Background: an optimization exercise with open tools, aiming at small area, a short achievable clock period and few clock cycles. Do not read the settings as production practice. Where RTL was checked, it was by simulation tests only, not by an equivalence proof against the original. For run 1, only the layout was checked, not whether the RTL still works. Power is estimated from default activity; no workload was simulated.

`design.v`:
```
module yasp_rx (
    input             clk,
    input             rst,
    input             req_valid,
    output            req_ready,
    input      [63:0] req_word,
    output reg        resp_valid,
    output reg  [3:0] resp_status,
    output reg [15:0] resp_value,
    output            hinv_valid,
    output      [7:0] hinv_slot,
    output      [7:0] hinv_href,
    output     [15:0] hinv_id,
    output     [15:0] hinv_poff,
    output     [15:0] hinv_plen,
    output reg        ntc_valid,
    output reg  [2:0] ntc_code,
    input             rx_we,
    input       [3:0] rx_waddr,
    input      [31:0] rx_wdata
);
    localparam [7:0] SYNC_BYTE = 8'hA5;
    localparam [3:0] OP_REGISTER = 4'h1;
    localparam [3:0] OP_PROCESS  = 4'h2;
    localparam [3:0] OP_DISPATCH = 4'h5;
    localparam [3:0] OP_HDONE    = 4'h6;
    localparam [3:0] ST_OK       = 4'd0;
    localparam [3:0] ST_ILLEGAL  = 4'd1;
    localparam [3:0] ST_REG_FULL = 4'd2;
    localparam [3:0] ST_RANGE    = 4'd3;
    localparam [3:0] ST_BUSY     = 4'd4;
    localparam [3:0] ST_STATE    = 4'd5;
    localparam [2:0] OC_NONE    = 3'd0;
    localparam [2:0] OC_NOSYNC  = 3'd2;
    localparam [2:0] OC_CORRUPT = 3'd3;
    localparam [2:0] OC_UNREG   = 3'd4;
    localparam [2:0] K_NONE = 3'd0;
    localparam [2:0] K_HDR  = 3'd1;    
    localparam [2:0] K_CHK  = 3'd2;    
    localparam [2:0] K_CV   = 3'd3;    
    localparam [2:0] K_SCAN = 3'd4;    
    localparam [2:0] K_FIN  = 3'd5;    
    function [31:0] crc4(input [31:0] c);
        begin
            crc4[0] = ^(c & 32'h04D101DF);
            crc4[1] = ^(c & 32'h09A203BE);
            crc4[2] = ^(c & 32'h1344077D);
            crc4[3] = ^(c & 32'h26880EFA);
            crc4[4] = ^(c & 32'h4D101DF4);
            crc4[5] = ^(c & 32'h9A203BE9);
            crc4[6] = ^(c & 32'h3091760D);
            crc4[7] = ^(c & 32'h6122EC1A);
            crc4[8] = ^(c & 32'hC245D835);
            crc4[9] = ^(c & 32'h805AB1B5);
            crc4[10] = ^(c & 32'h046462B5);
            crc4[11] = ^(c & 32'h08C8C56A);
            crc4[12] = ^(c & 32'h11918AD4);
            crc4[13] = ^(c & 32'h232315A9);
            crc4[14] = ^(c & 32'h46462B53);
            crc4[15] = ^(c & 32'h8C8C56A6);
            crc4[16] = ^(c & 32'h1DC9AC92);
            crc4[17] = ^(c & 32'h3B935924);
            crc4[18] = ^(c & 32'h7726B249);
            crc4[19] = ^(c & 32'hEE4D6493);
            crc4[20] = ^(c & 32'hD84BC8F9);
            crc4[21] = ^(c & 32'hB446902D);
            crc4[22] = ^(c & 32'h6C5C2184);
            crc4[23] = ^(c & 32'hD8B84309);
            crc4[24] = ^(c & 32'hB5A187CC);
            crc4[25] = ^(c & 32'h6F920E46);
            crc4[26] = ^(c & 32'hDF241C8C);
            crc4[27] = ^(c & 32'hBA9938C7);
            crc4[28] = ^(c & 32'h71E37051);
            crc4[29] = ^(c & 32'hE3C6E0A3);
            crc4[30] = ^(c & 32'hC35CC098);
            crc4[31] = ^(c & 32'h826880EF);
        end
    endfunction
    reg [31:0] rxw [0:15];
    reg [15:0] reg_id   [0:7];
    reg  [7:0] reg_href [0:7];
    reg  [3:0] reg_count;
    reg c_idle;       
    reg c_proc;       
    reg c_hinv;       
    reg c_ddone;      
    reg c_dlook;      
    reg c_pchk;       
    reg ctx_disp;     
    reg a_hi;         
    reg b_hi;         
    reg c_hi;         
    reg  [2:0] hslot;
    reg  [7:0] hhref;
    reg [15:0] hid;
    reg  [6:0] hpoff;
    reg  [6:0] hplen;
    reg  [5:0] ra;        
    reg  [2:0] rk;        
    reg [63:0] bq;        
    reg  [2:0] ek;        
    reg  [6:0] pc;        
    reg  [6:0] fa;        
    reg  [6:0] rem5;      
    reg  [3:0] c0sel;     
    reg  [5:0] flm4;      
    reg  [1:0] coff;      
    reg  [3:0] rcnt;      
    reg [31:0] crc;
    reg        f_found;
    reg  [2:0] f_slot;
    reg  [2:0] f_code;    
    reg        pv;
    reg        p_end;     
    reg  [2:0] p_code;
    reg  [2:0] p_slot;
    reg  [6:0] p_poff;
    reg  [5:0] p_plen;
    wire [7:0] B0 = bq[7:0];
    wire [7:0] B1 = bq[15:8];
    wire [7:0] B2 = bq[23:16];
    wire [7:0] B3 = bq[31:24];
    wire [7:0] B4 = bq[39:32];
    wire [15:0] hl       = {B1, B2};
    wire        h_short  = rem5[6] || rem5 < 7'd4;       
    wire        h_nosync = B0 != SYNC_BYTE;
    wire        h_incomp = (hl[15:7] != 9'd0) || (hl[6:0] > rem5);    
    wire        h_bad    = hl[6:2] == 5'd0;      
    wire        h_four   = hl[6:0] == 7'd4;
    wire [3:0]  h_nm2    = hl[5:2] - {3'd0, hl[1:0] == 2'd0} - 4'd1;    
    wire        h_two    = (hl[6:0] > 7'd4) && (hl[6:0] < 7'd9);       
    reg  [6:0]  h_cv2;
    always @(*) begin
        case (hl[1:0])
            2'd1:    h_cv2 = fa + 7'd6;
            2'd2:    h_cv2 = fa + 7'd7;
            2'd3:    h_cv2 = fa + 7'd8;
            default: h_cv2 = fa + 7'd9;
        endcase
    end
    wire [1:0] ro  = ra[1:0];
    wire [3:0] wa0 = ra[5:2];
    wire [3:0] wa1 = ra[5:2] + 4'd1;
    wire [3:0] wa2 = ra[5:2] + 4'd2;
    reg [7:0] lane_lo [0:3];
    reg [7:0] lane_hi [0:3];
    integer   ln;
    always @(*) begin
        for (ln = 0; ln < 4; ln = ln + 1) begin
            if (ln < ro) begin
                lane_lo[ln] = rxw[wa1][8*ln +: 8];
                lane_hi[ln] = rxw[wa2][8*ln +: 8];
            end else begin
                lane_lo[ln] = rxw[wa0][8*ln +: 8];
                lane_hi[ln] = rxw[wa1][8*ln +: 8];
            end
        end
    end
    wire [63:0] r8 = {lane_hi[ro + 2'd3], lane_hi[ro + 2'd2],
                      lane_hi[ro + 2'd1], lane_hi[ro],
                      lane_lo[ro + 2'd3], lane_lo[ro + 2'd2],
                      lane_lo[ro + 2'd1], lane_lo[ro]};
    wire [31:0] c0_in = ({32{c0sel[1]}} & (32'hA32E2681 ^ {B1, 24'd0})) |
                        ({32{c0sel[2]}} & (32'h9A1C9D90 ^ {B2, B1, 16'd0})) |
                        ({32{c0sel[3]}} & (32'hF0958FD9 ^ {B3, B2, B1, 8'd0})) |
                        ({32{c0sel[0]}} & ~{B4, B3, B2, B1});
    reg [31:0] cw;
    always @(*) begin
        case (coff)
            2'd0:    cw = bq[31:0];
            2'd1:    cw = bq[39:8];
            2'd2:    cw = bq[47:16];
            default: cw = bq[55:24];
        endcase
    end
    wire [31:0] crc_next = crc4((ek == K_HDR) ? c0_in : (crc ^ cw));
    wire        cv_ok    = ~crc == {B0, B1, B2, B3};
    reg       lk_found;
    reg [2:0] lk_slot;
    integer   li;
    always @(*) begin
        lk_found = 1'b0;
        lk_slot  = 3'd0;
        for (li = 7; li >= 0; li = li - 1)
            if (li < reg_count && reg_id[li] == {B3, B4}) begin
                lk_found = 1'b1;
                lk_slot  = li[2:0];
            end
    end
    wire       e_go    = (ek == K_CV) || (ek == K_FIN);
    wire       e_end   = (ek == K_FIN) || !cv_ok || !f_found;
    wire [2:0] e_code  = (ek == K_FIN) ? f_code :
                         !cv_ok        ? OC_CORRUPT :
                         !f_found      ? OC_UNREG : OC_NONE;
    wire       stall   = (ek == K_FIN) & pv & ~c_proc;
    wire       stall_r = (rk == K_CV) & pv & ~c_proc;
    wire       bypass  = (ek == K_CV) & cv_ok & f_found & c_proc & ~pv;
    wire [6:0] cv_addr = fa + {1'b0, flm4} + 7'd5;
    wire d_act = c_proc | (c_hinv & ~ctx_disp);
    wire [3:0]  op    = req_word[63:60];
    wire [15:0] op_a  = req_word[47:32];
    wire [15:0] op_b  = req_word[31:16];
    wire [15:0] op_c  = req_word[15:0];
    reg legal;
    always @(*) begin
        case (op)
            OP_REGISTER: legal = (op_b == 16'd0) && (op_c[15:8] == 8'd0);
            OP_PROCESS:  legal = (op_c == 16'd0);
            OP_DISPATCH: legal = 1'b1;
            OP_HDONE:    legal = (op_a == 16'd0) && (op_b == 16'd0) && (op_c == 16'd0);
            default:     legal = 1'b0;
        endcase
        if (req_word[59:48] != 12'd0)
            legal = 1'b0;
    end
    assign req_ready  = c_idle | c_hinv;
    wire   accept     = req_valid & req_ready;
    assign hinv_valid = c_hinv;
    assign hinv_slot  = {5'd0, hslot};
    assign hinv_href  = hhref;
    assign hinv_id    = hid;
    assign hinv_poff  = {9'd0, hpoff};
    assign hinv_plen  = {9'd0, hplen};
    wire       inv_go   = (c_proc & pv & ~p_end) | (c_proc & bypass) | (c_dlook & lk_found);
    wire [2:0] inv_slot = c_dlook ? lk_slot : pv ? p_slot : f_slot;
    always @(posedge clk) begin
        if (rx_we)
            rxw[rx_waddr] <= rx_wdata;
        if (c_idle && !reg_count[3]) begin
            reg_id[reg_count[2:0]]   <= op_a;
            reg_href[reg_count[2:0]] <= op_c[7:0];
        end
        bq <= r8;
        c0sel <= 4'b0001 << r8[17:16];
        if (c_idle)
            bq[39:24] <= {op_a[7:0], op_a[15:8]};    
        if (inv_go) begin
            hid   <= reg_id[inv_slot];
            hhref <= reg_href[inv_slot];
        end
    end
    always @(posedge clk) begin
        if (c_proc && pv)
            pv <= 1'b0;
        if (e_go && !stall && !bypass) begin
            pv     <= 1'b1;
            p_end  <= e_end;
            p_code <= e_code;
            p_slot <= f_slot;
            p_poff <= fa + 7'd5;
            p_plen <= flm4;
        end
        if (!d_act) begin
            rk <= c_idle ? K_HDR : K_NONE;
            ek <= K_NONE;
        end else if (!stall) begin
            ek <= stall_r ? K_NONE : rk;
            if (!stall_r) case (rk)
            K_HDR:  begin rk <= K_CHK; ra <= ra + 6'd2; end
            K_CHK:  if (rcnt != 4'd0) begin
                        rk   <= K_CHK;
                        ra   <= ra + 6'd4;
                        rcnt <= rcnt - 4'd1;
                    end else begin
                        rk <= K_CV;
                        ra <= cv_addr[5:0];
                    end
            K_CV:   begin rk <= K_HDR; ra <= ra + 6'd4; end
            K_SCAN: begin rk <= K_SCAN; ra <= ra + 6'd1; end
            default: ;
            endcase
            case (ek)
            K_HDR: begin
                flm4    <= hl[5:0] - 6'd4;
                coff    <= hl[1:0] - 2'd1;
                crc     <= crc_next;
                f_found <= lk_found;
                f_slot  <= lk_slot;
                f_code  <= OC_NONE;
                if (h_short) begin
                    rk <= K_NONE; ek <= K_FIN;
                end else if (h_nosync) begin
                    rk  <= K_SCAN; ek <= K_NONE;
                    ra  <= fa[5:0] + 6'd1;
                    pc   <= pc + 7'd1;
                    rem5 <= rem5 - 7'd1;
                end else if (h_incomp) begin
                    rk <= K_NONE; ek <= K_FIN;
                end else if (h_bad) begin
                    rk <= K_NONE; ek <= K_FIN;
                    f_code <= OC_CORRUPT;
                    pc   <= pc + rem5 + 7'd5;
                    rem5 <= -7'd5;
                end else if (h_four) begin
                    ek <= K_NONE;
                    rk <= K_CV;
                    ra <= fa[5:0] + 6'd5;
                end else if (h_two) begin
                    rk <= K_CV;
                    ra <= h_cv2[5:0];
                end else begin
                    rk   <= K_CHK;
                    ra   <= ra + 6'd4;
                    rcnt <= h_nm2 - 4'd1;
                end
            end
            K_CHK:
                crc <= crc_next;
            K_FIN: begin
                rk <= K_NONE; ek <= K_NONE;
            end
            K_CV:
                if (cv_ok && f_found) begin
                    fa   <= fa + {1'b0, flm4} + 7'd9;
                    pc   <= pc + {1'b0, flm4} + 7'd9;
                    rem5 <= rem5 - {1'b0, flm4} - 7'd9;
                end else begin
                    rk  <= K_NONE; ek <= K_NONE;
                    pc   <= pc + rem5 + 7'd5;
                    rem5 <= -7'd5;
                end
            K_SCAN:
                if (rem5 == -7'd5 || B0 == SYNC_BYTE) begin
                    rk <= K_NONE; ek <= K_FIN;
                    f_code <= OC_NOSYNC;
                end else begin
                    pc   <= pc + 7'd1;
                    rem5 <= rem5 - 7'd1;
                end
            default: ;
            endcase
        end
        if (c_idle) begin
            ra   <= op_a[5:0];
            pc   <= 7'd0;
            fa   <= op_a[6:0];
            rem5 <= op_b[6:0] - 7'd5;
        end
        if (rst) begin
            rk <= K_NONE;
            ek <= K_NONE;
            pv <= 1'b0;
        end
    end
    wire proc_bad = a_hi | b_hi | ({1'b0, fa} + {1'b0, hplen} > 8'd64);
    wire disp_bad = c_hi | b_hi | ({1'b0, hpoff} + {1'b0, hplen} > 8'd64);
    always @(posedge clk) begin
        resp_valid  <= 1'b0;
        ntc_valid   <= 1'b0;
        resp_status <= ST_OK;
        resp_value  <= 16'd0;
        if (c_idle) begin
            hpoff <= op_c[6:0];
            hplen <= op_b[6:0];
            a_hi  <= op_a[15:7] != 9'd0;
            b_hi  <= op_b[15:7] != 9'd0;
            c_hi  <= op_c[15:7] != 9'd0;
            if (accept) begin
                resp_valid <= 1'b1;
                if (!legal) begin
                    resp_status <= ST_ILLEGAL;
                end else begin
                    case (op)
                    OP_REGISTER:
                        if (reg_count[3]) begin
                            resp_status <= ST_REG_FULL;
                        end else begin
                            reg_count  <= reg_count + 4'd1;
                            resp_value <= {12'd0, reg_count};
                        end
                    OP_PROCESS: begin
                        resp_valid <= 1'b0;
                        ctx_disp   <= 1'b0;
                        c_idle     <= 1'b0;
                        c_proc     <= 1'b1;
                        c_pchk     <= 1'b1;
                    end
                    OP_DISPATCH: begin
                        resp_valid <= 1'b0;
                        c_idle     <= 1'b0;
                        c_dlook    <= 1'b1;
                    end
                    default:
                        resp_status <= ST_STATE;
                    endcase
                end
            end
        end
        if (c_pchk) begin
            c_pchk <= 1'b0;
            if (proc_bad) begin
                resp_valid  <= 1'b1;
                resp_status <= ST_RANGE;
                c_proc      <= 1'b0;
                c_idle      <= 1'b1;
            end
        end
        if (c_dlook) begin
            c_dlook <= 1'b0;
            if (disp_bad) begin
                resp_valid  <= 1'b1;
                resp_status <= ST_RANGE;
                c_idle      <= 1'b1;
            end else if (lk_found) begin
                ctx_disp <= 1'b1;
                hslot    <= lk_slot;
                c_hinv   <= 1'b1;
            end else begin
                resp_valid <= 1'b1;
                c_idle     <= 1'b1;
            end
        end
        if (c_hinv && accept) begin
            resp_valid <= 1'b1;
            if (!legal) begin
                resp_status <= ST_ILLEGAL;
            end else if (op != OP_HDONE) begin
                resp_status <= ST_BUSY;
            end else begin
                c_hinv <= 1'b0;
                if (ctx_disp)
                    c_ddone <= 1'b1;
                else
                    c_proc  <= 1'b1;
            end
        end
        if (c_ddone) begin
            resp_valid <= 1'b1;
            resp_value <= 16'd1;
            ctx_disp   <= 1'b0;
            c_ddone    <= 1'b0;
            c_idle     <= 1'b1;
        end
        if (c_proc && !c_pchk) begin
            if (pv) begin
                c_proc <= 1'b0;
                if (!p_end) begin
                    hslot  <= p_slot;
                    hpoff  <= p_poff;
                    hplen  <= {1'b0, p_plen};
                    c_hinv <= 1'b1;
                end else begin
                    resp_valid <= 1'b1;
                    resp_value <= {9'd0, pc};
                    ntc_valid  <= p_code != OC_NONE;
                    ntc_code   <= p_code;
                    c_idle     <= 1'b1;
                end
            end else if (bypass) begin
                c_proc <= 1'b0;
                hslot  <= f_slot;
                hpoff  <= fa + 7'd5;
                hplen  <= {1'b0, flm4};
                c_hinv <= 1'b1;
            end
        end
        if (rst) begin
            c_idle     <= 1'b1;
            c_proc     <= 1'b0;
            c_hinv     <= 1'b0;
            c_ddone    <= 1'b0;
            c_dlook    <= 1'b0;
            c_pchk     <= 1'b0;
            ctx_disp   <= 1'b0;
            resp_valid <= 1'b0;
            ntc_valid  <= 1'b0;
            reg_count  <= 4'd0;
        end
    end
endmodule
```
`flow/run.sh`:
```
#!/bin/bash
set -euo pipefail
bash standard.sh SETUP_SLACK_MARGIN=6.3 finish > standard_flow.log 2>&1
```
`standard.sh`:
```
#!/bin/bash
# synth_recipe.tcl (not shown) runs the flow's synth.tcl, then flattens the netlist and writes it again
# the make line also repeats each setting of config.mk as NAME=value (left out here)
make -C /OpenROAD-flow-scripts/flow DESIGN_CONFIG=/design/flow/config.mk WORK_HOME=/design/flow/orfs CLKGATE_MAP_FILE= SYNTH_SCRIPT=/design/flow/synth_recipe.tcl "${@:-finish}"
```
`config.mk`:
```
export PLATFORM = sky130hd
export DESIGN_NAME = yasp_rx
export DESIGN_NICKNAME = yasp_rx
export VERILOG_FILES = /design/flow/design.v
export SDC_FILE = /design/flow/constraint.sdc
export NUM_CORES = 4
export LEC_CHECK = 0
export CAP_MARGIN = 20
export CORE_MARGIN = 2
export CORE_UTILIZATION = 55
export SLEW_MARGIN = 20
```
`constraint.sdc`:
```
create_clock -name core_clock -period 10.0 [get_ports {clk}]
set_input_delay 2.0000 -clock core_clock [delete_from_list [all_inputs] [get_ports {clk}]]
set_output_delay 2.0000 -clock core_clock [all_outputs]
set_load 0.01 [all_outputs]
```
==> impl_metrics.env, run 1 <==
export IMPL_status="complete, no violations"
export IMPL_area_delta_synth_final_pct=13.9
export IMPL_drt_pass1_iter_count=6
export IMPL_layout_nets=4027
export IMPL_drt_iter0_drc=4222
export IMPL_dp_cells=4951
export IMPL_crit_required_ns=10.58
export IMPL_drc=0
export IMPL_slowest_delay_ns=0.57
export IMPL_finalHoldViolations=0
export IMPL_worstSetupPathType="input port to register"
export IMPL_avgViaCountPerCell=6.84
export IMPL_rrSetupSlack_ns=6.25
export IMPL_slew_violations=0
export IMPL_dp_final_hpwl_um=108000
export IMPL_vdd_drop_max_mv=0.207
export IMPL_antenna_left=0
export IMPL_timing_final_crit_share=0.395
export IMPL_r2r_end="bq[39]"
export IMPL_timing_critical_path_from="req_word[38]"
export IMPL_critPathLaunchType="input port"
export IMPL_synth_warning_count=3
export IMPL_finClkSkew_ns=0.0423
export IMPL_place_ws_ns=4.44
export IMPL_io_buffers=161
export IMPL_grt_overflow=0
export IMPL_cp_end_kind="register"
export IMPL_cts_sinks=942
export IMPL_start_util=0.556
export IMPL_hold_class="register to register"
export IMPL_grtUsageTotal=0.332
export IMPL_power_switching_uw=2900
export IMPL_r2r_start="ra[2]"
export IMPL_combinationalPowerShare=0.206
export IMPL_layout_setup_ws_ns=6.05
export IMPL_crit_slowest_cell="nor4_4"
export IMPL_yosys_top_cells_count="edfxtp_1, mux4_2, xnor2_1"
export IMPL_numCtsBuffers=101
export IMPL_leakage_uw=0.0203
export IMPL_worstSetupPathDepth=10
export IMPL_wirelength_um=167000
export IMPL_async_flop_share=0
export IMPL_num_vias=35422
export IMPL_p_int_uw=7630
export IMPL_max_freq_mhz=253
export IMPL_post_synth_top_area_cell="edfxtp_1"
export IMPL_fp_dieH_um=317
export IMPL_clk_pin_slew_ns=0.06
export IMPL_ys_ff_latch=942
export IMPL_period_needed_ns=3.95
export IMPL_core_area_mm2=0.0969
export IMPL_stdcell_count=5178
export IMPL_setup_viol=0
export IMPL_clkPwrFrac=0.361
export IMPL_finalSetupTns_ns=0
export IMPL_rsz0062_at_grt="yes"
export IMPL_ys_dominant_reg_cell="edfxtp_1"
export IMPL_clk_path_buf_depth=3
export IMPL_antenna_found_initial=6
export IMPL_place_congestion=0.967
export IMPL_power_frac_seq=0.433
export IMPL_syn_area_mm2=0.0538
export IMPL_worstPathCellList="buf_12 -> nor4_4 -> nand2_1 -> or4_4 -> a221oi_4 -> o2111a_2 -> and3_4 -> and2_4 -> o21ai_2 -> a221oi_2"
export IMPL_r2r_cells=8
export IMPL_cp_max_fo=6
export IMPL_swShare=0.275
export IMPL_max_slew_margin=0.309
export IMPL_die_w_um=317
export IMPL_cts_hold_buf=0
export IMPL_crit_end="c_proc"
export IMPL_avgSynthCellArea_um2=14.6
export IMPL_place_area_mm2=0.0567
export IMPL_path_buf_inv=1
export IMPL_grt_max_degree=80
export IMPL_yosysUniqueCellTypes=81
export IMPL_grt_pass1_vias=35269
export IMPL_htreeDepth=3
export IMPL_synth_most_common_cell="edfxtp_1"
export IMPL_fin_area_mm2=0.0613
export IMPL_die_area_mm2=0.100
export IMPL_ioPinCount=195
export IMPL_path_delay_family="simple AND/OR/NAND/NOR gates"
export IMPL_grt_pass1_wl_um=241000
export IMPL_clock_latency_ns=0.70
export IMPL_synth_top_area_frac=0.460
export IMPL_worst_pin_slew_ns=1.03
export IMPL_yosys_top_cells_area="edfxtp_1, mux4_2, xnor2_1"
export IMPL_root_buffer="clkbuf_16"
export IMPL_synthCells=3696
export IMPL_arrival_ns=4.53
export IMPL_wire_per_inst_um=32.2
export IMPL_yosysSeqAreaShare=0.503
export IMPL_rows=114
export IMPL_p_per_area_mw_per_mm2=172
export IMPL_cts_tree="built"
export IMPL_maxCapViolCount=0
export IMPL_drive_gt1_frac=0.256
export IMPL_synth_edf_count=824
==> state kept, by name, indices dropped and copies added (netlist names), 8 cells and up, named ones only <==
name	flops
rxw	512
bq	56
reg_href	64
hid	16
reg_id	128
crc	32
hhref	8
==> worst min path at each step <==
stage               depth (start not counted)     endpoint      start  slack (ns)
floorplan                                   0  ntc_code[2]  p_code[2]        0.43
global placement                            0  ntc_code[2]  p_code[2]        0.44
detailed placement                          0  ntc_code[2]  p_code[2]        0.45
CTS                                         0  ntc_code[2]  p_code[2]        0.47
global route                                0  ntc_code[2]  p_code[2]        0.47
finish                                      0  ntc_code[2]  p_code[2]        0.47
==> routing by layer <==
metal	global-route usage	vias to the layer above	routed length [um]
met5	0	-	80
met4	0.153	10	8190
met3	0.0567	393	14000
met2	0.560	2009	83700
met1	0.421	18173	60700
li1	-	14837	-
==> worst register-to-register path: stages, from the launching register on <==
cell      delay (ns)
edfxtp_1        0.50
ha_4            0.35
buf_16          0.27
buf_16          0.29
mux4_2          0.54
mux4_2          0.58
a222oi_1        0.57
a211oi_1        0.31
a21o_1          0.22
==> final cells by class <==
type / count / area (um^2)
sequential: 942 / 27200
antenna: 1 / 2.50
tap: 1276 / 1600
clock buffer: 125 / 2730
fill: 6995 / 35500
clock inverter: 62 / 628
timing repair buffer: 273 / 2970
inverter: 97 / 368
multi-input combinational: 2402 / 25800
==> through the flow <==
step	utilization	hold WS, ns	power [uW]
2_1_floorplan	-	0.427	6080
3_3_place_gp	0.585	0.444	6680
3_5_place_dp	0.585	0.452	6700
4_1_cts	0.628	0.466	10500
5_1_grt	0.633	0.468	10900
6_report	0.633	0.465	10500
==> layout by cell type (no fill, tap or decap), drive strengths merged, types with 21 or more instances in the layout <==
cell type	instances
conb	33
xnor2	359
o22ai	39
inv	97
clkinv	43
nand3	24
dfxtp	118
xor2	139
a221o	30
a221oi	37
o21ai	74
buf	121
mux2	45
mux4	472
nand4	22
a22oi	21
nand2	147
nor2	128
a21oi	179
edfxtp	824
clkdlybuf4s50	127
mux2i	191
a21o	30
ha	99
clkbuf	129
nand2b	21
nor4	39
nor3	54
==> power groups by stage <==
stage	logic (uW)	registers, uW	clock network (uW)
final	2160	4560	3800
after floorplan	1510	4560	0
after CTS	2110	4560	3850
after global routing	2290	4570	4000
after global placement	2040	4640	0
after detailed placement	2060	4640	0
==> logic make-up after synthesis <==
kind of cell,share of synthesized area
AO/OA/AOI/OAI,0.0655
AND/OR/NAND/NOR,0.0489
flip-flops,0.503
multiplexers,0.242
buffers and inverters,0.0324
adder cells (fa/ha/maj),0.0256
XOR/XNOR,0.0818
other,0.0000696
==> repair_timing <==
action	in CTS	in global routing
endpoints found under the setup margin	313	353
gates resized for setup	247	71
buffers inserted	15	13
pin swaps	14	9
cloned	7	4
==> run 2, diff against run 1 <==
--- a/design.v
+++ b/design.v
@@ -86,6 +86,10 @@
     reg c_ddone;      
     reg c_dlook;      
     reg c_pchk;       
+    reg c_resp;       
+    reg c_rh;         
+    reg q_ill;        
+    reg q_reg;        
     reg ctx_disp;     
     reg a_hi;         
     reg b_hi;         
@@ -201,19 +205,14 @@
     wire [15:0] op_a  = req_word[47:32];
     wire [15:0] op_b  = req_word[31:16];
     wire [15:0] op_c  = req_word[15:0];
-    reg legal;
-    always @(*) begin
-        case (op)
-            OP_REGISTER: legal = (op_b == 16'd0) && (op_c[15:8] == 8'd0);
-            OP_PROCESS:  legal = (op_c == 16'd0);
-            OP_DISPATCH: legal = 1'b1;
-            OP_HDONE:    legal = (op_a == 16'd0) && (op_b == 16'd0) && (op_c == 16'd0);
-            default:     legal = 1'b0;
-        endcase
-        if (req_word[59:48] != 12'd0)
-            legal = 1'b0;
-    end
-    assign req_ready  = c_idle | c_hinv;
+    wire rsv0  = req_word[59:48] == 12'd0;
+    wire is_reg  = (op == OP_REGISTER) && rsv0 && (op_b == 16'd0) && (op_c[15:8] == 8'd0);
+    wire is_proc = (op == OP_PROCESS)  && rsv0 && (op_c == 16'd0);
+    wire is_disp = (op == OP_DISPATCH) && rsv0;
+    wire is_hd   = (op == OP_HDONE)    && rsv0 && (op_a == 16'd0) && (op_b == 16'd0) &&
+                   (op_c == 16'd0);
+    wire legal   = is_reg | is_proc | is_disp | is_hd;
+    assign req_ready  = c_idle | (c_hinv & ~c_rh);
     wire   accept     = req_valid & req_ready;
     assign hinv_valid = c_hinv;
     assign hinv_slot  = {5'd0, hslot};
@@ -349,45 +348,51 @@
         ntc_valid   <= 1'b0;
         resp_status <= ST_OK;
         resp_value  <= 16'd0;
+        q_ill <= !legal;
+        q_reg <= is_reg;
         if (c_idle) begin
             hpoff <= op_c[6:0];
             hplen <= op_b[6:0];
             a_hi  <= op_a[15:7] != 9'd0;
             b_hi  <= op_b[15:7] != 9'd0;
             c_hi  <= op_c[15:7] != 9'd0;
-            if (accept) begin
-                resp_valid <= 1'b1;
-                if (!legal) begin
-                    resp_status <= ST_ILLEGAL;
+            if (req_valid) begin
+                c_idle <= 1'b0;
+                if (is_proc) begin
+                    c_proc <= 1'b1;
+                    c_pchk <= 1'b1;
+                end else if (is_disp) begin
+                    c_dlook <= 1'b1;
                 end else begin
-                    case (op)
-                    OP_REGISTER:
-                        if (reg_count[3]) begin
-                            resp_status <= ST_REG_FULL;
-                        end else begin
-                            reg_count  <= reg_count + 4'd1;
-                            resp_value <= {12'd0, reg_count};
-                        end
-                    OP_PROCESS: begin
-                        resp_valid <= 1'b0;
-                        ctx_disp   <= 1'b0;
-                        c_idle     <= 1'b0;
-                        c_proc     <= 1'b1;
-                        c_pchk     <= 1'b1;
-                    end
-                    OP_DISPATCH: begin
-                        resp_valid <= 1'b0;
-                        c_idle     <= 1'b0;
-                        c_dlook    <= 1'b1;
-                    end
-                    default:
-                        resp_status <= ST_STATE;
-                    endcase
+                    c_resp <= 1'b1;
+                end
+            end
+        end
+        if (c_resp) begin
+            c_resp     <= 1'b0;
+            c_idle     <= 1'b1;
+            resp_valid <= 1'b1;
+            if (q_ill) begin
+                resp_status <= ST_ILLEGAL;
+            end else if (q_reg) begin
+                if (reg_count[3]) begin
+                    resp_status <= ST_REG_FULL;
+                end else begin
+                    reg_count  <= reg_count + 4'd1;
+                    resp_value <= {12'd0, reg_count};
                 end
+            end else begin
+                resp_status <= ST_STATE;
             end
         end
+        if (c_rh) begin
+            c_rh        <= 1'b0;
+            resp_valid  <= 1'b1;
+            resp_status <= q_ill ? ST_ILLEGAL : ST_BUSY;
+        end
         if (c_pchk) begin
-            c_pchk <= 1'b0;
+            c_pchk   <= 1'b0;
+            ctx_disp <= 1'b0;
             if (proc_bad) begin
                 resp_valid  <= 1'b1;
                 resp_status <= ST_RANGE;
@@ -410,18 +415,16 @@
                 c_idle     <= 1'b1;
             end
         end
-        if (c_hinv && accept) begin
-            resp_valid <= 1'b1;
-            if (!legal) begin
-                resp_status <= ST_ILLEGAL;
-            end else if (op != OP_HDONE) begin
-                resp_status <= ST_BUSY;
-            end else begin
-                c_hinv <= 1'b0;
+        if (c_hinv && !c_rh && req_valid) begin
+            if (is_hd) begin
+                resp_valid <= 1'b1;
+                c_hinv     <= 1'b0;
                 if (ctx_disp)
                     c_ddone <= 1'b1;
                 else
                     c_proc  <= 1'b1;
+            end else begin
+                c_rh <= 1'b1;
             end
         end
         if (c_ddone) begin
@@ -461,6 +464,8 @@
             c_ddone    <= 1'b0;
             c_dlook    <= 1'b0;
             c_pchk     <= 1'b0;
+            c_resp     <= 1'b0;
+            c_rh       <= 1'b0;
             ctx_disp   <= 1'b0;
             resp_valid <= 1'b0;
             ntc_valid  <= 1'b0;
==> flow/run.sh (replaced) <==
#!/bin/bash
set -euo pipefail
bash standard.sh SETUP_SLACK_MARGIN=6.6 finish > standard_flow.log 2>&1
==> config.mk (replaced) <==
export PLATFORM = sky130hd
export DESIGN_NAME = yasp_rx
export DESIGN_NICKNAME = yasp_rx
export VERILOG_FILES = /design/flow/design.v
export SDC_FILE = /design/flow/constraint.sdc
export NUM_CORES = 4
export LEC_CHECK = 0
export CAP_MARGIN = 40
export CORE_MARGIN = 2
export CORE_UTILIZATION = 40
export SLEW_MARGIN = 30
==> run 2 against run 1 <==
Against the previous run: utilization shrank 16 points; first-iteration DRC count grew 6.6%; setup slack gained 0.40 ns; combinational power grew 130%; still clean; worst hold slack lost 0.011 ns; design area grew 3.4%; clock skew shrank 0.00088 ns; non-clock buffer count grew 73; count of clock-buffer cells in the layout shrank 8; flip-flop and latch count grew 4.
==> impl_metrics.env, run 2 <==
export IMPL_io_buffers=161
export IMPL_nFillCells=11671
export IMPL_avgSynthCellArea_um2=14.6
export IMPL_utilization=0.469
export IMPL_largest_register_ffs=512
export IMPL_clk_path_buf_depth=3
export IMPL_async_flop_share=0
export IMPL_cp_end_kind="primary output"
export IMPL_finalHoldViolations=0
export IMPL_drt_iter0_drc=4500
export IMPL_dp_final_hpwl_um=109000
export IMPL_core_area_mm2=0.135
export IMPL_final_common_cell="edfxtp_1"
export IMPL_num_vias=36015
export IMPL_period_needed_ns=3.55
export IMPL_crit_required_ns=8.00
export IMPL_p_per_area_mw_per_mm2=217
export IMPL_largest_register="rxw"
export IMPL_leakage_uw=0.0211
export IMPL_grt_overflow=0
export IMPL_cts_sinks=946
export IMPL_drt_pass1_iter_count=6
export IMPL_yosysUniqueCellTypes=90
export IMPL_finClkSkew_ns=0.0414
export IMPL_rows=135
export IMPL_grt_pass1_wl_um=247000
export IMPL_synth_edf_count=824
export IMPL_die_area_mm2=0.139
export IMPL_hold_class="register to register"
export IMPL_vdd_drop_max_mv=0.169
export IMPL_grt_pass1_vias=34878
export IMPL_wire_per_inst_um=30.2
export IMPL_ys_dominant_reg_cell="edfxtp_1"
export IMPL_maxCapViolCount=0
export IMPL_ys_ff_latch=946
export IMPL_synth_top_area_frac=0.456
export IMPL_rsz0062_at_grt="yes"
export IMPL_syn_area_mm2=0.0543
export IMPL_setup_viol=0
export IMPL_place_congestion=0.902
export IMPL_critPathLaunchType="register"
export IMPL_numCtsBuffers=101
export IMPL_avgViaCountPerCell=6.23
export IMPL_yosys_top_cells_count="edfxtp_1, mux4_2, xnor2_1"
export IMPL_clock_latency_ns=0.73
export IMPL_worstSetupPathType="register to primary output"
export IMPL_layout_nets=4129
export IMPL_grt_max_degree=75
export IMPL_clk_pin_slew_ns=0.06
export IMPL_post_synth_top_area_cell="edfxtp_1"
export IMPL_timing_final_crit_share=0.355
export IMPL_cts_tree="built"
export IMPL_drc=0
export IMPL_start_util=0.402
export IMPL_max_freq_mhz=282
export IMPL_status="complete, no violations"
export IMPL_htreeDepth=3
export IMPL_synthCells=3717
export IMPL_final_cell_mix="edfxtp_1, mux4_2, xnor2_1, mux2i_1, nand2_1"
export IMPL_area_delta_synth_final_pct=16.7
export IMPL_cp_max_fo=2
export IMPL_die_w_um=373
export IMPL_finalSetupTns_ns=0
export IMPL_cts_hold_buf=0
export IMPL_synth_most_common_cell="edfxtp_1"
export IMPL_arrival_ns=1.55
export IMPL_max_slew_margin=0.417
export IMPL_slew_violations=0
export IMPL_ioPinCount=195
export IMPL_fp_dieH_um=373
export IMPL_root_buffer="clkbuf_16"
export IMPL_drive_gt1_frac=0.273
export IMPL_antenna_found_initial=8
export IMPL_yosys_top_cells_area="edfxtp_1, mux4_2, xnor2_1"
export IMPL_grtUsageTotal=0.244
export IMPL_antenna_left=0
export IMPL_yosysSeqAreaShare=0.501
export IMPL_wirelength_um=175000
export IMPL_worst_pin_slew_ns=0.874
export IMPL_synth_warning_count=3
==> run 2: cell types whose count changed after synthesis, sizes merged, moves of 8 or more <==
| cell | before | now |
|---|---|---|
| xor2 | 139 | 157 |
| nand2 | 147 | 174 |
| mux2 | 45 | 33 |
| o22ai | 39 | 47 |
| nor4 | 39 | 51 |
| nor2 | 128 | 136 |
| xnor2 | 359 | 334 |
| a21oi | 179 | 190 |
| buf | 156 | 169 |
| clkbuf | 132 | 111 |
==> run 2: kinds of logic (layout without fill, tap and decap cells) <==
kind of cell | count (synthesis) | count (layout) | share of synthesized area
adder cells (fa/ha/maj) | 106 | 106 | 0.0254
other | 1 | 34 | 0.0000690
AO/OA/AOI/OAI | 528 | 528 | 0.0662
XOR/XNOR | 492 | 492 | 0.0839
buffers and inverters | 384 | 637 | 0.0354
multiplexers | 691 | 691 | 0.238
flip-flops | 946 | 946 | 0.501
AND/OR/NAND/NOR | 569 | 569 | 0.0506
==> run 2: layout make-up <==
cell class	instances	area (um^2)	area share
flip-flops and latches	946	27300	0.431
multi-input cells	2419	26200	0.414
repair buffers	346	3950	0.0623
clock buffers	117	2590	0.0408
well taps	1781	2230	0.0351
clock inverters	69	698	0.0110
inverters	104	403	0.00635
repair inverters	1	7.51	0.000118
diodes	1	2.50	0.0000395
==> run 2: critical path: stages, from the launching register on <==
cell     delay, ns
dfxtp_4       0.35
nor2b_4       0.12
or2_4         0.25
buf_6         0.13
==> run 2: power breakdown <==
group / total, uW / leakage [uW] / internal (uW) / switching, uW
clock: 3770 / 0.00158 / 2120 / 1640
sequential: 4950 / 0.00850 / 4640 / 303
combinational: 5070 / 0.0110 / 2380 / 2690
==> run 2: stage by stage <==
step / setup WS [ns] / total power (uW) / cells / instance area, um^2 / hold slack (ns)
6_report: 6.45 / 13800 / 5784 / 63400 / 0.454
2_1_floorplan: 6.20 / 8500 / 3749 / 54600 / 0.413
3_5_place_dp: 5.29 / 9760 / 5492 / 57900 / 0.443
5_1_grt: 6.40 / 14300 / 5784 / 63400 / 0.476
3_3_place_gp: 5.20 / 9730 / 5481 / 57700 / 0.439
4_1_cts: 6.39 / 13700 / 5726 / 62400 / 0.454
==> run 2: worst paths after layout <==
check        startpoint              to  slack, ns  cells after the start
max              c_hinv       req_ready       6.45                      3
min               q_ill  resp_status[2]       0.45                      1
max reg2reg       ra[3]          bq[30]       6.66                     13
min reg2reg       q_ill  resp_status[2]       0.45                      1
==> run 2: routing by layer <==
layer | track usage | vias to the layer above | wire [um]
li1 | - | 15061 | -
met1 | 0.326 | 18539 | 68700
met2 | 0.405 | 2064 | 84300
met3 | 0.0461 | 345 | 15700
met4 | 0.0729 | 6 | 6090
met5 | 0 | - | 44
==> run 2: what timing repair did <==
action                     CTS  global route
setup buffers               36            43
pin swaps                   24            34
gates resized for setup    329           124
cloned                      12            14
setup endpoints to repair  683           486
Testbench counts of run 2, summed over its fixed seeds: cycles 17,944.
==> run 3, diff against run 2 <==
--- a/design.v
+++ b/design.v
@@ -212,7 +212,8 @@
     wire is_hd   = (op == OP_HDONE)    && rsv0 && (op_a == 16'd0) && (op_b == 16'd0) &&
                    (op_c == 16'd0);
     wire legal   = is_reg | is_proc | is_disp | is_hd;
-    assign req_ready  = c_idle | (c_hinv & ~c_rh);
+    reg rdy;          
+    assign req_ready  = rdy;
     wire   accept     = req_valid & req_ready;
     assign hinv_valid = c_hinv;
     assign hinv_slot  = {5'd0, hslot};
@@ -358,6 +359,7 @@
             c_hi  <= op_c[15:7] != 9'd0;
             if (req_valid) begin
                 c_idle <= 1'b0;
+                rdy <= 1'b0;
                 if (is_proc) begin
                     c_proc <= 1'b1;
                     c_pchk <= 1'b1;
@@ -371,6 +373,7 @@
         if (c_resp) begin
             c_resp     <= 1'b0;
             c_idle     <= 1'b1;
+            rdy <= 1'b1;
             resp_valid <= 1'b1;
             if (q_ill) begin
                 resp_status <= ST_ILLEGAL;
@@ -387,6 +390,7 @@
         end
         if (c_rh) begin
             c_rh        <= 1'b0;
+            rdy <= 1'b1;
             resp_valid  <= 1'b1;
             resp_status <= q_ill ? ST_ILLEGAL : ST_BUSY;
         end
@@ -398,6 +402,7 @@
                 resp_status <= ST_RANGE;
                 c_proc      <= 1'b0;
                 c_idle      <= 1'b1;
+                rdy <= 1'b1;
             end
         end
         if (c_dlook) begin
@@ -406,25 +411,30 @@
                 resp_valid  <= 1'b1;
                 resp_status <= ST_RANGE;
                 c_idle      <= 1'b1;
+                rdy <= 1'b1;
             end else if (lk_found) begin
                 ctx_disp <= 1'b1;
                 hslot    <= lk_slot;
                 c_hinv   <= 1'b1;
+                rdy <= 1'b1;
             end else begin
                 resp_valid <= 1'b1;
                 c_idle     <= 1'b1;
+                rdy <= 1'b1;
             end
         end
         if (c_hinv && !c_rh && req_valid) begin
             if (is_hd) begin
                 resp_valid <= 1'b1;
                 c_hinv     <= 1'b0;
+                rdy <= 1'b0;
                 if (ctx_disp)
                     c_ddone <= 1'b1;
                 else
                     c_proc  <= 1'b1;
             end else begin
                 c_rh <= 1'b1;
+                rdy <= 1'b0;
             end
         end
         if (c_ddone) begin
@@ -433,6 +443,7 @@
             ctx_disp   <= 1'b0;
             c_ddone    <= 1'b0;
             c_idle     <= 1'b1;
+            rdy <= 1'b1;
         end
         if (c_proc && !c_pchk) begin
             if (pv) begin
@@ -442,12 +453,14 @@
                     hpoff  <= p_poff;
                     hplen  <= {1'b0, p_plen};
                     c_hinv <= 1'b1;
+                    rdy <= 1'b1;
                 end else begin
                     resp_valid <= 1'b1;
                     resp_value <= {9'd0, pc};
                     ntc_valid  <= p_code != OC_NONE;
                     ntc_code   <= p_code;
                     c_idle     <= 1'b1;
+                    rdy <= 1'b1;
                 end
             end else if (bypass) begin
                 c_proc <= 1'b0;
@@ -455,17 +468,21 @@
                 hpoff  <= fa + 7'd5;
                 hplen  <= {1'b0, flm4};
                 c_hinv <= 1'b1;
+                rdy <= 1'b1;
             end
         end
         if (rst) begin
             c_idle     <= 1'b1;
+            rdy <= 1'b1;
             c_proc     <= 1'b0;
             c_hinv     <= 1'b0;
+            rdy <= 1'b0;
             c_ddone    <= 1'b0;
             c_dlook    <= 1'b0;
             c_pchk     <= 1'b0;
             c_resp     <= 1'b0;
             c_rh       <= 1'b0;
+            rdy <= 1'b1;
             ctx_disp   <= 1'b0;
             resp_valid <= 1'b0;
             ntc_valid  <= 1'b0;
==> run 3 against run 2 <==
Against the previous run: cell count up 1.2%; fmax rose by 3.1%; first-iteration DRC count is 4.3% lower; largest power group unchanged; clock skew up 0.0075 ns; utilization rose by 0.34 points.
==> impl_metrics.env, run 3 <==
export IMPL_dp_final_hpwl_um=110000
export IMPL_hold_class="register to register"
export IMPL_arrival_ns=3.99
export IMPL_final_cell_mix="edfxtp_1, mux4_2, xnor2_1, nand2_1, a21oi_1"
export IMPL_yosys_top_cells_area="edfxtp_1, mux4_2, xnor2_1"
export IMPL_clk_path_buf_depth=3
export IMPL_synth_top_area_frac=0.455
export IMPL_p_per_area_mw_per_mm2=220
export IMPL_drc=0
export IMPL_root_buffer="clkbuf_16"
export IMPL_post_synth_top_area_cell="edfxtp_1"
export IMPL_clk_pin_slew_ns=0.06
export IMPL_largest_register="rxw"
export IMPL_worstSetupPathType="register to register"
export IMPL_rows=135
export IMPL_place_area_mm2=0.0582
export IMPL_area_delta_synth_final_pct=17.6
export IMPL_num_vias=36357
export IMPL_critPathLaunchType="register"
export IMPL_max_freq_mhz=290
export IMPL_period_needed_ns=3.44
export IMPL_ys_ff_latch=947
export IMPL_max_slew_margin=0.415
export IMPL_hold_start="f_slot[2]"
export IMPL_worstPathCellList="buf_6 -> xnor2_1 -> nand2_1 -> nor4b_1 -> a211oi_2 -> o311ai_1 -> a21o_1 -> o31a_4 -> o22ai_2 -> a221oi_2"
export IMPL_cp_end_kind="register"
export IMPL_avgViaCountPerCell=6.21
export IMPL_swShare=0.341
export IMPL_finClkSkew_ns=0.0489
export IMPL_grt_max_degree=83
export IMPL_grt_pass1_wl_um=249000
export IMPL_min_path_cells=0
export IMPL_r2r_end="hid[3]"
export IMPL_clkPwrFrac=0.274
export IMPL_layout_nets=4196
export IMPL_antenna_found_initial=2
export IMPL_die_w_um=373
export IMPL_finalHoldViolations=0
export IMPL_cts_tree="built"
export IMPL_finalSetupTns_ns=0
export IMPL_crit_slowest_cell="o311ai_1"
export IMPL_io_buffers=161
export IMPL_clock_latency_ns=0.75
export IMPL_maxCapViolCount=0
export IMPL_cts_sinks=947
export IMPL_grt_pass1_vias=35661
export IMPL_power_switching_uw=4810
export IMPL_synth_most_common_cell="edfxtp_1"
export IMPL_p_int_uw=9290
export IMPL_wirelength_um=173000
export IMPL_final_common_cell="edfxtp_1"
export IMPL_die_area_mm2=0.139
export IMPL_drt_pass1_iter_count=7
export IMPL_leakage_uw=0.0214
export IMPL_largest_register_ffs=512
export IMPL_place_congestion=0.945
export IMPL_numCtsBuffers=102
export IMPL_fin_area_mm2=0.0640
export IMPL_synthCells=3771
export IMPL_yosysSeqAreaShare=0.500
export IMPL_setup_viol=0
export IMPL_avgSynthCellArea_um2=14.4
export IMPL_stdcell_count=5855
export IMPL_start_util=0.402
export IMPL_hold_end="p_slot[2]"
export IMPL_syn_area_mm2=0.0544
export IMPL_ys_dominant_reg_cell="edfxtp_1"
export IMPL_vdd_drop_max_mv=0.144
export IMPL_yosysUniqueCellTypes=99
export IMPL_antenna_cells=0
export IMPL_grt_overflow=0
export IMPL_rrSetupSlack_ns=6.56
export IMPL_power_frac_seq=0.345
export IMPL_antenna_left=0
export IMPL_synth_warning_count=3
export IMPL_dp_cells=5558
export IMPL_yosys_top_cells_count="edfxtp_1, mux4_2, xnor2_1"
export IMPL_timing_final_crit_share=0.344
export IMPL_combinationalPowerShare=0.382
export IMPL_crit_required_ns=10.55
export IMPL_core_area_mm2=0.135
export IMPL_async_flop_share=0
export IMPL_wire_per_inst_um=29.6
export IMPL_rsz0062_at_grt="yes"
export IMPL_grtUsageTotal=0.242
export IMPL_worst_pin_slew_ns=0.877
export IMPL_status="complete, no violations"
export IMPL_slowest_delay_ns=0.53
export IMPL_power_uw=14100
export IMPL_synth_edf_count=824
export IMPL_drt_iter0_drc=4306
export IMPL_slew_violations=0
export IMPL_ioPinCount=195
export IMPL_r2r_start="bq[26]"
export IMPL_utilization=0.473
export IMPL_drive_gt1_frac=0.283
export IMPL_fp_dieH_um=373
export IMPL_cp_max_fo=24
export IMPL_r2r_cells=10
export IMPL_htreeDepth=3
==> run 3: cells by family (layout without fill, tap and decap cells) <==
family | count (synthesis) | after routing | synth area share
fa+ha+maj | 106 | 106 | 0.0253
buf+inv | 382 | 653 | 0.0327
xor+xnor | 497 | 497 | 0.0832
mux | 631 | 631 | 0.226
other cells | 1 | 33 | 0.0000689
simple gates | 630 | 630 | 0.0570
compound gates | 577 | 577 | 0.0753
flops | 947 | 947 | 0.500
==> run 3: what timing repair did <==
| action | in CTS | in global routing |
|---|---|---|
| endpoints found under the setup margin | 694 | 187 |
| pin swaps | 15 | 23 |
| endpoints found under the hold margin | 0 | 0 |
| hold buffers | 0 | 0 |
| buffers inserted | 34 | 48 |
| gates cloned | 13 | 9 |
| gates resized for setup | 303 | 142 |
==> run 3: critical path: cells and delay by family (launching register included) <==
kind | cells | cell delay [ns]
compound gates | 6 | 1.87
flops | 1 | 0.31
simple gates | 2 | 0.53
xor+xnor | 1 | 0.36
buf+inv | 1 | 0.17
==> run 3: final cells by class <==
type	count	area, um^2
clock inverters	49	554
clock buffers	143	2880
well taps	1781	2230
flip-flops and latches	947	27300
inverters	103	392
repair buffers	358	4090
fillers	11650	71300
multi-input cells	2474	26500
==> run 3: layer usage <==
metal  part of all wire  GRT usage
met1               0.40      0.323
met2               0.48      0.394
met3              0.080     0.0452
met4              0.042     0.0906
met5            0.00013          0
==> run 3: power groups by stage <==
stage          logic (uW)  registers [uW]  clock network (uW)
2_1_floorplan        3660            4800                   0
3_3_place_gp         4970            4940                   0
3_5_place_dp         4990            4940                   0
4_1_cts              5170            4860                3920
5_1_grt              5650            4870                4070
6_report             5380            4860                3860
==> run 3: how the worst max path moves through the flow <==
stage	from	end	slack (ns)
3_5_place_dp	rx_waddr[1]	rxw[11][19]	5.39
5_1_grt	ra[3]	bq[37]	6.51
3_3_place_gp	ra[2]	bq[39]	5.28
4_1_cts	ra[2]	bq[37]	6.48
6_report	bq[26]	hid[3]	6.56
2_1_floorplan	rx_waddr[2]	rxw[0][0]	6.29
==> run 3: through the flow <==
stage | hold slack, ns | setup WS [ns]
2_1_floorplan | 0.413 | 6.29
3_3_place_gp | 0.468 | 5.28
3_5_place_dp | 0.477 | 5.39
4_1_cts | 0.481 | 6.48
5_1_grt | 0.496 | 6.51
6_report | 0.475 | 6.56
Testbench counts of run 3, summed over its fixed seeds: cycles 17,944.
==> run 4, diff against run 3 <==
--- a/config.mk
+++ b/config.mk
@@ -5,7 +5,7 @@
 export SDC_FILE = /design/flow/constraint.sdc
 export NUM_CORES = 4
 export LEC_CHECK = 0
-export CAP_MARGIN = 40
+export CAP_MARGIN = 20
 export CORE_MARGIN = 2
 export CORE_UTILIZATION = 40
-export SLEW_MARGIN = 30
+export SLEW_MARGIN = 20
==> run 4 against run 3 <==
Against the previous run: design area shrank 0.70%; routed wire length decreased by 0.17%; highest routed layer unchanged; global-route usage hardly changed; clock power barely moved; count of clock-buffer cells in the layout decreased by 4; sequential share of layout area up 0.32 points; critical path type unchanged; register-to-register slack improved by 0.04 ns; fmax grew 1.2%; total power down 0.70%; cell count fell by 0.48%; sequential power about the same.
==> impl_metrics.env, run 4 <==
export IMPL_antenna_left=0
export IMPL_crit_required_ns=10.43
export IMPL_finalHoldViolations=0
export IMPL_cts_hold_buf=0
export IMPL_num_vias=36017
export IMPL_final_common_cell="edfxtp_1"
export IMPL_slowest_delay_ns=0.55
export IMPL_worst_pin_slew_ns=1.06
export IMPL_io_buffers=161
export IMPL_setup_viol=0
export IMPL_syn_area_mm2=0.0544
export IMPL_muxShareOfSynthArea=0.226
export IMPL_rows=135
export IMPL_fp_dieH_um=373
export IMPL_crit_top_cell="or4_4"
export IMPL_antenna_cells=0
export IMPL_p_per_area_mw_per_mm2=220
export IMPL_finalSetupTns_ns=0
export IMPL_synth_simple_area_share=0.0570
export IMPL_yosys_top_cells_count="edfxtp_1, mux4_2, xnor2_1"
export IMPL_yosysUniqueCellTypes=99
export IMPL_power_uw=14000
export IMPL_clk_pin_slew_ns=0.06
export IMPL_final_cell_mix="edfxtp_1, mux4_2, xnor2_1, nand2_1, a21oi_1"
export IMPL_timing_final_crit_share=0.340
export IMPL_wire_per_inst_um=29.7
export IMPL_die_w_um=373
export IMPL_async_flop_share=0
export IMPL_path_delay_family="simple AND/OR/NAND/NOR gates"
export IMPL_arrival_ns=3.83
export IMPL_swShare=0.344
export IMPL_critPathLaunchType="register"
export IMPL_synth_warning_count=3
export IMPL_synth_most_common_cell="edfxtp_1"
export IMPL_largest_register="rxw"
export IMPL_antenna_found_initial=4
export IMPL_ioPinCount=195
export IMPL_crit_slowest_cell="or4_4"
export IMPL_synthCells=3771
export IMPL_core_area_mm2=0.135
export IMPL_ys_ff_latch=947
export IMPL_post_synth_top_area_cell="edfxtp_1"
export IMPL_utilization=0.469
export IMPL_numCtsBuffers=105
export IMPL_rsz0062_at_grt="yes"
export IMPL_synth_edf_count=824
export IMPL_synth_xor_xnor_area_share=0.0832
export IMPL_cts_sinks=947
export IMPL_synth_top_family_by_area="multiplexers"
export IMPL_avgSynthCellArea_um2=14.4
export IMPL_finClkSkew_ns=0.0891
export IMPL_place_ws_ns=5.24
export IMPL_layout_nets=4166
export IMPL_clkPwrFrac=0.274
export IMPL_grt_max_degree=83
export IMPL_htreeDepth=3
export IMPL_grt_pass1_vias=35301
export IMPL_worstSetupPathType="register to register"
export IMPL_yosys_top_cells_area="edfxtp_1, mux4_2, xnor2_1"
export IMPL_avgViaCountPerCell=6.18
export IMPL_drt_iter0_drc=4318
export IMPL_place_area_mm2=0.0580
export IMPL_drc=0
export IMPL_largest_register_ffs=512
export IMPL_drive_gt1_frac=0.272
export IMPL_grt_pass1_wl_um=248000
export IMPL_power_frac_seq=0.347
export IMPL_grtUsageTotal=0.242
export IMPL_max_slew_margin=0.296
export IMPL_fin_area_mm2=0.0635
export IMPL_cp_max_fo=15
export IMPL_p_int_uw=9180
export IMPL_root_buffer="clkbuf_16"
export IMPL_ys_dominant_reg_cell="edfxtp_1"
export IMPL_die_area_mm2=0.139
export IMPL_leakage_uw=0.0212
export IMPL_synth_compound_area_frac=0.0753
export IMPL_clock_latency_ns=0.78
export IMPL_synthAdderAreaFrac=0.0253
export IMPL_power_switching_uw=4820
export IMPL_status="complete, no violations"
export IMPL_start_util=0.402
export IMPL_combinationalPowerShare=0.379
export IMPL_hold_class="register to register"
export IMPL_area_delta_synth_final_pct=16.7
export IMPL_period_needed_ns=3.40
export IMPL_layout_setup_ws_ns=6.60
export IMPL_cts_tree="built"
export IMPL_nFillCells=11728
export IMPL_worstPathCellList="buf_8 -> xor2_2 -> or4_4 -> or4_4 -> nand4_1 -> a41oi_4 -> buf_12 -> buf_4 -> mux2_1 -> o22ai_4 -> a221oi_2"
export IMPL_dp_final_hpwl_um=109000
export IMPL_drt_pass1_iter_count=6
export IMPL_slew_violations=0
export IMPL_wirelength_um=173000
export IMPL_max_freq_mhz=294
export IMPL_yosysSeqAreaShare=0.500
export IMPL_path_buf_inv=3
export IMPL_maxCapViolCount=0
export IMPL_place_congestion=0.945
export IMPL_vdd_drop_max_mv=0.146
export IMPL_cp_end_kind="register"
export IMPL_clk_path_buf_depth=3
export IMPL_grt_overflow=0
export IMPL_synth_top_area_frac=0.455
## run 4: cell types whose count changed in the layout (fill, tap and decap cells not counted), sizes merged, moves of 3 or more
cell      change
clkinvlp      +4
buf          -29
clkbuf        -6
inv           -3
bufbuf        -3
clkinv       +10
## run 4: cells by family (layout without fill, tap and decap cells)
kind of cell,Yosys count,count (layout)
adder cells (fa/ha/maj),106,106
AO/OA/AOI/OAI,577,578
XOR/XNOR,497,497
buffers and inverters,382,624
AND/OR/NAND/NOR,630,630
other,1,33
flip-flops,947,947
multiplexers,631,631
## run 4: power by group through the flow
stage / registers (uW) / logic (uW) / clock network, uW
2_1_floorplan: 4800 / 3660 / 0
3_3_place_gp: 4940 / 4970 / 0
3_5_place_dp: 4940 / 4970 / 0
4_1_cts: 4860 / 5140 / 3900
5_1_grt: 4870 / 5580 / 4060
6_report: 4860 / 5300 / 3840
## run 4: worst paths after layout
kind,start,to,slack (ns),depth (start not counted)
setup / recovery,bq[30],hid[13],6.60,11
hold / removal,f_slot[2],p_slot[2],0.49,0
setup reg to reg,bq[30],hid[13],6.60,11
hold reg to reg,f_slot[2],p_slot[2],0.49,0
## run 4: repair_timing
action	in CTS	in global routing
pin swaps	12	21
gates cloned	12	8
setup buffers	31	33
resized for setup	306	134
setup endpoints to repair	679	350
## run 4: metal layers
| layer | track usage | vias to the layer above | part of all wire |
|---|---|---|---|
| met3 | 0.0399 | 324 | 0.082 |
| li1 | - | 15293 | - |
| met2 | 0.398 | 1896 | 0.48 |
| met1 | 0.328 | 18498 | 0.40 |
| met4 | 0.0783 | 6 | 0.036 |
| met5 | 0 | - | 0.00023 |
## run 4: through the flow
step	cells	hold WS, ns
6_report	5827	0.488
5_1_grt	5827	0.510
4_1_cts	5786	0.484
3_5_place_dp	5546	0.470
3_3_place_gp	5546	0.468
2_1_floorplan	3803	0.413
## run 4: layout make-up
| class | count | area, um^2 | area share |
|---|---|---|---|
| inverter | 103 | 393 | 0.00619 |
| clock buffer | 139 | 2860 | 0.0450 |
| timing repair buffer | 324 | 3650 | 0.0574 |
| multi-input combinational | 2475 | 26500 | 0.417 |
| tap | 1781 | 2230 | 0.0351 |
| clock inverter | 58 | 603 | 0.00950 |
| sequential | 947 | 27300 | 0.430 |
==> run 5, diff against run 4 <==
--- a/config.mk
+++ b/config.mk
@@ -7,5 +7,5 @@
 export LEC_CHECK = 0
 export CAP_MARGIN = 20
 export CORE_MARGIN = 2
-export CORE_UTILIZATION = 40
+export CORE_UTILIZATION = 50
 export SLEW_MARGIN = 20
==> run 5 against run 4 <==
Against the previous run: still clean; combinational power is essentially flat; flip-flop and latch count is the same; count of clock-buffer cells in the layout shrank 9; critical path depth is the same; routed wire length grew 3.6%; design area shrank 0.33%; clock skew shrank 0.053 ns; die area shrank 20%; total power grew 0.45%; non-clock buffer count grew 11; fmax shrank 0.14%; utilization grew 11 points; critical path type unchanged; critical endpoint is now bq[29].
==> impl_metrics.env, run 5 <==
export IMPL_htreeDepth=3
export IMPL_largest_register="rxw"
export IMPL_crit_slowest_cell="mux4_2"
export IMPL_timing_final_crit_share=0.341
export IMPL_grt_pass1_wl_um=257000
export IMPL_finalSetupTns_ns=0
export IMPL_worstSetupPathType="register to register"
export IMPL_cts_hold_buf=0
export IMPL_drc=0
export IMPL_core_area_mm2=0.108
export IMPL_power_uw=14100
export IMPL_synth_top_area_frac=0.455
export IMPL_io_buffers=161
export IMPL_place_ws_ns=4.56
export IMPL_hold_class="register to register"
export IMPL_synthCells=3771
export IMPL_grt_pass1_vias=36932
export IMPL_final_common_cell="edfxtp_1"
export IMPL_die_area_mm2=0.111
export IMPL_cts_sinks=947
export IMPL_clk_pin_slew_ns=0.07
export IMPL_worst_pin_slew_ns=1.03
export IMPL_syn_area_mm2=0.0544
export IMPL_synth_most_common_cell="edfxtp_1"
export IMPL_setup_viol=0
export IMPL_grtUsageTotal=0.316
export IMPL_yosysUniqueCellTypes=99
export IMPL_grt_overflow=0
export IMPL_min_path_cells=1
export IMPL_cp_max_fo=12
export IMPL_slowest_delay_ns=0.60
export IMPL_clk_path_buf_depth=3
export IMPL_finClkSkew_ns=0.0360
export IMPL_layout_nets=4177
export IMPL_p_per_area_mw_per_mm2=222
export IMPL_fp_dieH_um=334
export IMPL_antenna_left=0
export IMPL_max_freq_mhz=293
export IMPL_worstPathCellList="ha_4 -> buf_6 -> buf_12 -> mux4_2 -> mux4_2 -> buf_4 -> mux2i_1 -> inv_1 -> a221oi_1 -> a221oi_1 -> a21o_1"
export IMPL_wirelength_um=179000
export IMPL_wire_per_inst_um=32.7
export IMPL_post_synth_top_area_cell="edfxtp_1"
export IMPL_drive_gt1_frac=0.270
export IMPL_r2r_start="ra[2]"
export IMPL_largest_register_ffs=512
export IMPL_yosysSeqAreaShare=0.500
export IMPL_dp_final_hpwl_um=115000
export IMPL_grt_max_degree=84
export IMPL_max_slew_margin=0.311
export IMPL_layout_setup_ws_ns=6.59
export IMPL_area_delta_synth_final_pct=16.4
export IMPL_rsz0062_at_grt="yes"
export IMPL_yosys_top_cells_area="edfxtp_1, mux4_2, xnor2_1"
export IMPL_avgSynthCellArea_um2=14.4
export IMPL_stdcell_count=5472
export IMPL_root_buffer="clkbuf_16"
export IMPL_cts_tree="built"
export IMPL_crit_required_ns=10.61
export IMPL_ys_dominant_reg_cell="edfxtp_1"
export IMPL_avgViaCountPerCell=6.77
export IMPL_num_vias=37037
export IMPL_critPathLaunchType="register"
export IMPL_drt_iter0_drc=4746
export IMPL_fin_hold_ws_ns=0.476
export IMPL_hold_start="q_ill"
export IMPL_die_w_um=334
export IMPL_r2r_cells=11
export IMPL_ys_ff_latch=947
export IMPL_rrSetupSlack_ns=6.59
export IMPL_maxCapViolCount=0
export IMPL_slew_violations=0
export IMPL_arrival_ns=4.02
export IMPL_status="complete, no violations"
export IMPL_clock_latency_ns=0.73
export IMPL_vdd_drop_max_mv=0.148
export IMPL_numCtsBuffers=104
export IMPL_antenna_found_initial=4
export IMPL_synth_warning_count=3
export IMPL_finalHoldViolations=0
export IMPL_hold_end="resp_status[2]"
export IMPL_cp_end_kind="register"
export IMPL_async_flop_share=0
export IMPL_dp_cells=5187
export IMPL_synth_edf_count=824
export IMPL_yosys_top_cells_count="edfxtp_1, mux4_2, xnor2_1"
export IMPL_final_cell_mix="edfxtp_1, mux4_2, xnor2_1, nand2_1, a21oi_1"
export IMPL_ioPinCount=195
export IMPL_drt_pass1_iter_count=6
export IMPL_leakage_uw=0.0213
export IMPL_period_needed_ns=3.41
export IMPL_start_util=0.502
export IMPL_rows=121
export IMPL_place_congestion=0.976
export IMPL_r2r_end="bq[29]"
## run 5: what timing repair did
action | 4_1_cts | 5_1_grt
gates cloned | 12 | 7
setup endpoints to repair | 706 | 229
pin swaps | 16 | 28
setup buffers | 29 | 40
gates resized for setup | 304 | 118
## run 5: metal layers
layer	global-route usage	routed length [um]	vias to the layer above
met5	0	12	-
met3	0.0546	14600	455
met2	0.533	89200	2263
met4	0.158	9690	2
li1	-	-	15331
met1	0.396	65500	18986
## run 5: logic make-up (layout without fill, tap and decap cells)
family	count (synthesis)	after routing	share of synthesized area
simple gates	630	630	0.0570
buf+inv	382	634	0.0327
other cells	1	34	0.0000689
compound gates	577	579	0.0753
mux	631	631	0.226
flops	947	947	0.500
fa+ha+maj	106	106	0.0253
xor+xnor	497	497	0.0832
## run 5: critical path: cells and delay by family, from the launching register on
family | cells | cell delay (ns)
multiplexers | 3 | 1.10
AO/OA/AOI/OAI | 3 | 0.66
buffers and inverters | 4 | 0.65
flip-flops | 1 | 0.49
adder cells (fa/ha/maj) | 1 | 0.36
## run 5: how the worst max path moves through the flow
stage,startpoint,endpoint,slack [ns]
finish,ra[2],bq[29],6.59
detailed placement,ra[2],bq[36],4.56
global placement,ra[2],bq[36],4.62
CTS,ra[2],bq[36],6.48
floorplan,rx_waddr[2],rxw[0][0],6.29
global route,ra[2],bq[29],6.53
## run 5: per-stage QoR
step           instance area, um^2  utilization
2_1_floorplan                54700            -
3_3_place_gp                 57500        0.531
3_5_place_dp                 57500        0.531
4_1_cts                      62300        0.575
5_1_grt                      63300        0.584
6_report                     63300        0.584
## run 5: report_power, final
part | switching (uW) | internal [uW] | leakage [uW]
clock network | 1680 | 2230 | 0.00166
logic | 2880 | 2410 | 0.0111
registers | 229 | 4640 | 0.00850
## run 5: cell type report
cell class	instances	area [um^2]
flip-flops and latches	947	27300
diodes	1	2.50
clock inverters	66	701
repair buffers	335	3800
multi-input cells	2476	26600
well taps	1414	1770
clock buffers	130	2760
fillers	8342	45100
inverters	103	390

[re-timing with driven ports]
The results above use ideal ports. As a check the final layouts listed here were re-extracted and re-timed, cells and wires unchanged. Step 1, drivers: a clkbuf_16 drives clk and a buf_2 each remaining input, both assumed. Step 2, shift: input delay + t, output delay - t, t = (earliest + latest rising clock arrival at the registers) / 2. This alone moves slack from input paths to output paths. Three values: ideal, step 1, step 2; two values: the first two.
run	t, ns	setup slack, ns	hold slack, ns	latest minus earliest clock arrival (ns)	worst register clock-pin slew, ns
run 1	0.749	6.050 / 6.066 / 5.317	0.465 / 0.465 / 0.465	0.042 / 0.042	0.07 / 0.07
run 2	0.787	6.448 / 6.374 / 5.815	0.454 / 0.454 / 0.454	0.042 / 0.042	0.07 / 0.07
run 3	0.810	6.555 / 6.555 / 5.845	0.475 / 0.475 / 0.475	0.056 / 0.055	0.07 / 0.07
run 4	0.822	6.597 / 6.577 / 5.863	0.488 / 0.488 / 0.488	0.097 / 0.097	0.07 / 0.07
run 5	0.788	6.592 / 6.557 / 5.898	0.476 / 0.476 / 0.476	0.037 / 0.037	0.07 / 0.07
After both steps setup and hold are still met in every run listed. The setup slack of run 4, which loses most, moves by -0.020 ns with the drivers and by -0.734 ns with both steps.
